Background: an optimization exercise with open tools, aiming at small area, a short achievable clock period and few clock cycles. Do not read the settings as production practice. Where RTL was checked, it was by simulation tests only, not by an equivalence proof against the original. Power is estimated from default activity; no workload was simulated.

// icf_synth
module icf_synth (
    input  wire        clk,
    input  wire        rst,
    input  wire        cmd_valid,
    output wire        cmd_ready,
    input  wire [1:0]  cmd_op,      
    input  wire [1:0]  cmd_ch,
    input  wire [2:0]  cmd_reg,
    input  wire [31:0] cmd_data,
    output reg         out_valid,
    output reg  [1:0]  out_ch,
    output reg  [15:0] out_val
);
    localparam OP_TICK  = 2'd0;
    localparam OP_WRITE = 2'd1;
    localparam OP_START = 2'd2;
    function [14:0] sine_q;
        input [7:0] k;
        begin
            case (k)
                8'd0: sine_q = 15'd0;
                8'd1: sine_q = 15'd201;
                8'd2: sine_q = 15'd402;
                8'd3: sine_q = 15'd603;
                8'd4: sine_q = 15'd804;
                8'd5: sine_q = 15'd1005;
                8'd6: sine_q = 15'd1206;
                8'd7: sine_q = 15'd1407;
                8'd8: sine_q = 15'd1608;
                8'd9: sine_q = 15'd1809;
                8'd10: sine_q = 15'd2009;
                8'd11: sine_q = 15'd2210;
                8'd12: sine_q = 15'd2410;
                8'd13: sine_q = 15'd2611;
                8'd14: sine_q = 15'd2811;
                8'd15: sine_q = 15'd3012;
                8'd16: sine_q = 15'd3212;
                8'd17: sine_q = 15'd3412;
                8'd18: sine_q = 15'd3612;
                8'd19: sine_q = 15'd3811;
  ...
clock: 30.0 ns
lec_check: 0
cap_margin: 20
core_margin: 2
core_utilization: 40
slew_margin: 20
synth_memory_max_bits: 16384
run.sh (not shown) runs the stock make flow with config.mk's settings and CLKGATE_MAP_FILE= SYNTH_SCRIPT=/design/flow/synth_recipe.tcl, a recipe that flattens the netlist after the stock synthesis.
Rerun with:
--- a/flow/design.v
+++ b/flow/design.v
@@ -570,17 +570,18 @@
     reg [2:0]  swc;           
     reg [1:0]  stb;           
     reg [31:0] e;             
     reg        clean;         
     reg        mb;            
     reg [1:0]  mch;
     reg [4:0]  mk;
     reg        mfirst;
-    assign cmd_ready = rdy;
+    reg        nrdy_o;
+    assign cmd_ready = !nrdy_o;
     wire sweep   = swc != 3'd0;
     wire is_tick = iss && cq_op == OP_TICK;
     wire is_strt = iss && cq_op == OP_START;
     wire is_wr   = iss && cq_op == OP_WRITE;
     wire [31:0] wd = sweep ? 32'd0 : cq_d;
     wire we_mode = sweep || (is_wr && cq_reg == 3'd0);
     wire we_inc  = sweep || (is_wr && cq_reg == 3'd1);
     wire we_amp  = sweep || (is_wr && cq_reg == 3'd2);
@@ -663,16 +664,17 @@
             cq_op  <= cmd_op;
             cq_ch  <= cmd_ch;
             cq_reg <= cmd_reg;
             cq_d   <= cmd_data;
         end
         cq_v <= !rst && c_v;
         iss  <= !rst && iss_n;
         rdy  <= rst || !c_v || iss_n;
+        nrdy_o <= !(rst || !c_v || iss_n);
         stc <= rst ? 3'd7 : stc_n;
         swc <= rst ? 3'd4 : (sweep ? swc - 3'd1 : 3'd0);
         stb <= rst ? 2'd0 : stb_n;
         if (rst || is_strt) begin
             e     <= 32'd0;
             clean <= 1'b1;
         end else if (is_tick) begin
             e     <= e + 32'd1;
Result:
- final cell count fell by 1.9%
- setup slack gets better by 0.099 ns
- global-route usage stays flat
- non-clock buffer count drops by 1
- clock-buffer cell count went down by 2
- via count went down by 1.5%
- cell area barely changes
- sequential power hardly moves
Testbench counts after the change, summed over its fixed seeds: cycles 13,508.
No functional check of the RTL was part of the first run of this note.

--- another note on this design; it stands on its own ---

north:
Design icf_synth, start of the top module:
module icf_synth (
    input  wire        clk,
    input  wire        rst,
    input  wire        cmd_valid,
    output wire        cmd_ready,
    input  wire [1:0]  cmd_op,      
    input  wire [1:0]  cmd_ch,
    input  wire [2:0]  cmd_reg,
    input  wire [31:0] cmd_data,
    output reg         out_valid,
    output reg  [1:0]  out_ch,
    output reg  [15:0] out_val
);
==> flow/config.mk <==
export PLATFORM = sky130hd
export DESIGN_NAME = icf_synth
export DESIGN_NICKNAME = icf_synth
export VERILOG_FILES = /design/flow/design.v
export SDC_FILE = /design/flow/constraint.sdc
export NUM_CORES = 4
export LEC_CHECK = 0
export ABC_AREA = 1
export CAP_MARGIN = 20
export CORE_MARGIN = 2
export CORE_UTILIZATION = 65
export CTS_BUF_LIST = sky130_fd_sc_hd__clkbuf_4 sky130_fd_sc_hd__clkbuf_8
export SLEW_MARGIN = 20
export SYNTH_MEMORY_MAX_BITS = 16384
==> flow/constraint.sdc <==
create_clock -name core_clock -period 30.0 [get_ports {clk}]
set_input_delay 6.0000 -clock core_clock [delete_from_list [all_inputs] [get_ports {clk}]]
set_output_delay 6.0000 -clock core_clock [all_outputs]
set_load 0.01 [all_outputs]
standard.sh (not shown) runs the stock make flow with config.mk's settings and CLKGATE_MAP_FILE= SYNTH_SCRIPT=/design/flow/synth_recipe.tcl, a recipe that flattens the netlist after the stock synthesis.
==> flow/flow/run.sh <==
#!/bin/bash
# The standard layout (standard synthesis unchanged), with ORFS's timing repair
# aimed at a slack of 23 ns, that is at paths of at most 7 ns within the 30 ns clock,
# and clock tree synthesis without dummy loads, with clkbuf_16 buffers and sink clusters
# of up to 24 flip-flops. The clock, the constraints and every other step are the
# standard ones.
set -euo pipefail
bash standard.sh synth > synth.log 2>&1
bash standard.sh finish SETUP_SLACK_MARGIN=23 \
  "CTS_ARGS=-sink_clustering_enable -repair_clock_nets -dont_use_dummy_load -buf_list {sky130_fd_sc_hd__clkbuf_16} -sink_clustering_size 24 -sink_clustering_max_diameter 90" \
  > layout.log 2>&1
Testbench counts of north, summed over its fixed seeds: cycles 13,492.
Changes in south relative to north:
# north
export LEC_CHECK = 0
export ABC_AREA = 1
export CAP_MARGIN = 20
export CORE_MARGIN = 2
export CORE_UTILIZATION = 65
export CTS_BUF_LIST = sky130_fd_sc_hd__clkbuf_4 sky130_fd_sc_hd__clkbuf_8
export SLEW_MARGIN = 20
export SYNTH_MEMORY_MAX_BITS = 16384
create_clock -name core_clock -period 30.0 [get_ports {clk}]
# south
export LEC_CHECK = 0
export CAP_MARGIN = 20
export CORE_MARGIN = 2
export CORE_UTILIZATION = 65
export CTS_BUF_LIST = sky130_fd_sc_hd__clkbuf_4 sky130_fd_sc_hd__clkbuf_8
export SLEW_MARGIN = 20
export SYNTH_MEMORY_MAX_BITS = 16384
create_clock -name core_clock -period 30.0 [get_ports {clk}]
==> flow/flow/run.sh <==
#!/bin/bash
# The standard layout (standard synthesis unchanged), with ORFS's timing repair
# aimed at a slack of 23 ns, that is at paths of at most 7 ns within the 30 ns clock,
# and clock tree synthesis without dummy loads, with clkbuf_8 buffers and sink clusters
# of up to 18 flip-flops. The clock, the constraints and every other step are the
# standard ones.
set -euo pipefail
bash standard.sh synth > synth.log 2>&1
bash standard.sh finish SETUP_SLACK_MARGIN=23 \
  "CTS_ARGS=-sink_clustering_enable -repair_clock_nets -dont_use_dummy_load -buf_list {sky130_fd_sc_hd__clkbuf_8} -sink_clustering_size 18 -sink_clustering_max_diameter 70" \
  > layout.log 2>&1
## What came out
Measured against each other, north and south differ in mux share of post-synthesis cell area, the higher figure coming from south. Per the comparison of south with north, power attributed to the clock group moved down, first-pass GRT wire length moved down.

==> separate check: timing with driven ports <==
Ports are ideal in the flow. The routed layouts listed here were re-timed in OpenROAD. Step 1 assumes that a clkbuf_16 drives the clock port and a buf_2 every other input. Step 2, shift: input delay + t, output delay - t, t = (earliest + latest rising clock arrival at the registers) / 2. This alone moves slack from input paths to output paths. Three values: no drivers, after step 1, after step 2; two values: the first two.
run | t (ns) | setup WS [ns] | clock arrival spread, ns
the first run of note 1 | 0.682 | 22.406 / 22.337 / 21.865 | 0.024 / 0.024
the second run of note 1 | 0.689 | 22.504 / 22.442 / 21.932 | 0.040 / 0.040
north | 0.654 | 22.898 / 22.833 / 22.414 | 0.108 / 0.108
south | 0.715 | 22.840 / 22.776 / 22.161 | 0.122 / 0.122
After both steps setup and hold are still met in every run listed. For south, which loses most, drivers alone change the setup slack by -0.064 ns; drivers and shift together by -0.679 ns.
